Background: an optimization exercise with open tools, aiming at small area, a short achievable clock period and few clock cycles. Do not read the settings as production practice.
The RTL was checked by simulation tests, not by an equivalence proof against the original design.
Power is estimated from default activity; no workload was simulated.

==> flow/design.v (outline; a module is shown in full before it is edited, if it fits) <==
// module pmhf_engine: 1811 lines
module pmhf_engine (
    input  wire        clk,
    input  wire        rst,
    input  wire        req_valid,
    input  wire        req_write,
    input  wire [11:0] req_addr,
    input  wire [63:0] req_wdata,
    output reg  [63:0] rdata,
    output wire        irq
);
  // ...
==> flow/run.sh <==
#!/bin/bash
# synth_recipe.tcl (not shown) runs the flow's synth.tcl, then flattens the netlist and writes it again
# the make line also repeats each setting of config.mk as NAME=value (left out here)
make -C /OpenROAD-flow-scripts/flow DESIGN_CONFIG=/design/flow/config.mk WORK_HOME=/design/flow/orfs CLKGATE_MAP_FILE= SYNTH_SCRIPT=/design/flow/synth_recipe.tcl finish
==> flow/config.mk <==
export PLATFORM = sky130hd
export DESIGN_NAME = pmhf_engine
export DESIGN_NICKNAME = pmhf_engine
export VERILOG_FILES = /design/flow/design.v
export SDC_FILE = /design/flow/constraint.sdc
export NUM_CORES = 4
export LEC_CHECK = 0
export CAP_MARGIN = 20
export CORE_MARGIN = 2
export CORE_UTILIZATION = 40
export PLACE_DENSITY = 0.6
export SLEW_MARGIN = 20
==> flow/constraint.sdc <==
create_clock -name core_clock -period 15.0 [get_ports {clk}]
set_input_delay 3.0000 -clock core_clock [delete_from_list [all_inputs] [get_ports {clk}]]
set_output_delay 3.0000 -clock core_clock [all_outputs]
set_load 0.01 [all_outputs]
==> results.txt, run 1 <==
run status=timing/DRC/antenna clean; first-pass GRT wire length=998 mm; Setup crit end=ly_nrl; multi-input logic area=98600 um^2; Setup crit start=sq_j[1]; GP Congestion=1.04; Slew @ Worst Pin=1290 ps; final hold viol count=0; Remaining Overflow, GRT=0; reg2reg setup slack=1820 ps; Sw Pwr=5490 uW; Largest register FFs=1024; ant diodes=16; Compound-Gate Fraction of Synth Area=17.7%; ys async rst share=0%; register area share after synthesis=39.3%; vias per inst=6.13; DR vias=153000; Reg clk slew, reported paths=60 ps; Die Footprint=444000 um^2; total chip power=18800 uW; worst r2r path cells=45; Critical Path End Type=flip-flop; CTS H-tree lvls=5; Place WS=2040 ps; setup tns final=0 ps; cts hold-fix bufs=0
Testbench counts, summed over its fixed seeds: cycles 6,994.
==> inputs of run 2 (changes only) <==
--- a/flow/config.mk
+++ b/flow/config.mk
@@ -5,8 +5,10 @@
 export SDC_FILE = /design/flow/constraint.sdc
 export NUM_CORES = 4
 export LEC_CHECK = 0
+export ABC_CLOCK_PERIOD_IN_PS = 7000
 export CAP_MARGIN = 20
 export CORE_MARGIN = 2
 export CORE_UTILIZATION = 40
 export PLACE_DENSITY = 0.6
+export SETUP_SLACK_MARGIN = 5
 export SLEW_MARGIN = 20
==> results.txt, run 2 <==
CTS buffer count=314; Die Footprint=444000 um^2 (unchanged); GP Congestion=1.04 (+0.21%); Sw Pwr=5450 uW (-0.84%); ys async rst share=0% (unchanged); final core utilization=44.2%; CTS H-tree lvls=5 (unchanged); DR WL met2=297 mm; WS Path Type=reg2reg; worst min-delay path class=reg2reg; most common cell after layout, fill and taps aside=nand2_1; Routed WL per cell=27.5 um; Mapped Area=175000 um^2; Max transition margin=15.6%; Initial Util=40.1%; Syn. warnings=13; register area=69000 um^2; Critical Path AT=10600 ps; commonest non-fill, non-tap cells in the layout=2212 x nand2_1, 2018 x nor2_1, 1643 x o21ai_0; number of global-route vias before repair=143000; register area share after synthesis=39.3% (unchanged); initial antenna violation count=25; Top Metal Used=met5; Synth area leader=edfxtp_1; worst vdd ir=123 uV; Synth area leaders=edfxtp_1 26%, dfxtp_1 14%, ha_1 5.2%; cts hold-fix bufs=0 (unchanged); Crit path required time=15830 ps; Layout area overhead=10.2%; Post-synth EDFFs=1506; multi-input logic area=99400 um^2 (+0.84%); Fin Clk Skew=108 ps; Hold Slack=314 ps; Mean Syn Cell Area=8.97 um^2; metal1 wirelength=286 mm; Nets=20200; P per Cell Area=96.0 nW/um^2; I/O Pins=145; count of pins over their slew limit=0; Total Wirelength=689 mm; CP max stage cell=a21boi_0; setup tns final=0 ps (unchanged); Synth top area share=25.8%; initial drt markers=19600; CP max FO=28; Sink Count=2691; Remaining Overflow, GRT=0 (unchanged); met3 routed WL=65.7 mm; worst stage delay on the critical path=660 ps; Max Fclk=0.102 GHz; Synth top cells by count=2244 x nand2_1, 2043 x nor2_1, 1657 x o21ai_0, 1506 x edfxtp_1, 1481 x a21oi_1; # fillers=42600; CTS tree=built; reg2reg setup slack=5220 ps (+3400 ps); count leader, synth=nand2_1; synth unique cells=124; Final ANT Viol Nets=0; switch share=29.4%; Die X-Extent=666 um; root buffer cell=clkbuf_16; Int Pwr=13100 uW; Reg clk slew, reported paths=60 ps (about the same); clock power share=41.2%; DR vias=153000 (+0.23%); Row Count=243; FF+latch count, synth=2691; residual DRC count=0; Top reg by flops=cells; Die H=666 um; Max Cap Viol=0; post-DP HPWL=508 mm; final setup vio count=0; # port buffers=144; non-filler cells, final=25000; LEAKAGE=0.0681 uW; CORE AREA=437000 um^2; RSZ-0062 raised after global routing=yes; min cycle time layout=9780 ps; run status=timing/DRC/antenna clean; CTS max path bufs=4; Critical Path End Type=flip-flop; part of the power in registers=42.4%; Slew @ Worst Pin=1270 ps (-19.7 ps); Syn Inst Count=19600; post-route clock period utilization=65.2%; biggest regs=cells (1024), cfg_delta (256); Worst setup SP type=flip-flop; most used cell, CP=fa_1; proportion of layout cells with a drive suffix above 1=8.17%; largest net degree at the start of global routing=221; Tot GR Track Use=29.8%; final hold viol count=0 (unchanged); Initial DRT Pass Iterations=13; Comb pwr share=16.4%; Synth Net Count=20800; Inst Count DP=24400; vias per inst=6.13 (about the same); first-pass GRT wire length=993 mm (-0.47%); Main synth FF type=edfxtp_1; Largest register FFs=1024 (unchanged); clk latency of the worst-skew pair=1000 ps
[run 2: changes by cell type in the layout (fill, tap and decap cells not counted), moves of 11 or more]
cell,before,now
nor2_1,2030,2018
xnor2_1,556,545
buf_4,348,403
ha_1,726,715
[run 2: timing repair]
item | in CTS | in global routing
setup endpoints to repair | 785 | 239
pin swaps | 9 | 16
hold endpoints to repair | 0 | 0
gates resized for setup | 72 | 114
setup buffers | 22 | 34
cloned | 3 | 2
[run 2: final timing paths]
check / startpoint / end / cells after the start
hold reg to reg: a2_ob[0] / b_ob[0] / 0
setup / recovery: c_j[1] / d_s[10] / 28
hold / removal: a2_ob[0] / b_ob[0] / 0
setup reg to reg: c_j[1] / d_s[10] / 28
[run 2: critical path: cells and delay by family, from the launching register on]
family | cells | cell delay, ps
compound gates | 2 | 980
xor+xnor | 1 | 120
fa+ha+maj | 12 | 5520
buf+inv | 6 | 1090
flops | 1 | 590
mux | 1 | 410
simple gates | 6 | 920
[run 2: per-stage QoR]
stage,cell area [um^2],worst slack [ps],total power [uW]
after global routing,193000,4840,19000
final,193000,5220,18600
after floorplan,175000,5010,9840
after CTS,192000,4900,18500
after detailed placement,182000,2260,10900
after global placement,182000,2240,10900
[run 2: metal layers]
metal  global-route usage, %  up-vias
met1                    40.8    74600
met5                  0.0109        -
met2                    45.1     7991
met3                    5.61     1553
met4                    14.7       18
li1                        -    69200
[run 2: power by group through the flow]
stage          registers [uW]  logic (uW)  clock network (uW)
2_1_floorplan            7940        1900                   0
3_3_place_gp             8020        2890                   0
3_5_place_dp             8020        2900                   0
4_1_cts                  7860        2910                7730
5_1_grt                  7860        3130                8010
6_report                 7860        3050                7650
[run 2: final cells by class]
class,instances,area share [%]
Clock buffer,426,4.55
Timing Repair Buffer,577,2.54
Inverter,741,1.46
Clock inverter,135,0.628
Multi-Input combinational cell,14700,51.4
Antenna cell,12,0.0155
Tap cell,5757,3.73
Sequential cell,2691,35.7
[run 2: kinds of logic (layout without fill, tap and decap cells)]
family | count (synthesis) | count (layout) | synth area share, %
buffers and inverters | 2181 | 1879 | 4.86
other | 0 | 12 | 0
adder cells (fa/ha/maj) | 1131 | 1131 | 9.79
flip-flops | 2691 | 2691 | 39.3
AND/OR/NAND/NOR | 6555 | 6558 | 17.0
AO/OA/AOI/OAI | 5097 | 5097 | 17.7
multiplexers | 984 | 985 | 6.71
XOR/XNOR | 915 | 915 | 4.58

what the ideal ports hide:
The results above use ideal ports. As a check the final layouts listed here were re-extracted and re-timed, cells and wires unchanged.
Step 1 (the two cells are an assumption about what drives the block):
set clk [get_ports {clk}]
set_driving_cell -lib_cell sky130_fd_sc_hd__clkbuf_16 $clk
set_driving_cell -lib_cell sky130_fd_sc_hd__buf_2 [delete_from_list [all_inputs] $clk]
Step 2 times the ports against the registers' clock, not the clock port: input delays grow and output delays shrink by t, the midpoint of the rising clock arrivals with the driver on.
a / b / c = ideal / step 1 / step 2; a / b = the first two.
run | t, ns | setup slack, ns | slew at the worst register clock pin (ns) | pins driven straight from the clock port
run 1 | 1.062 | 1.824 / 1.824 / 1.824 | 0.07 / 0.07 | 1
run 2 | 1.050 | 5.224 / 5.224 / 5.224 | 0.07 / 0.07 | 1
After both steps setup and hold are still met in every run listed.
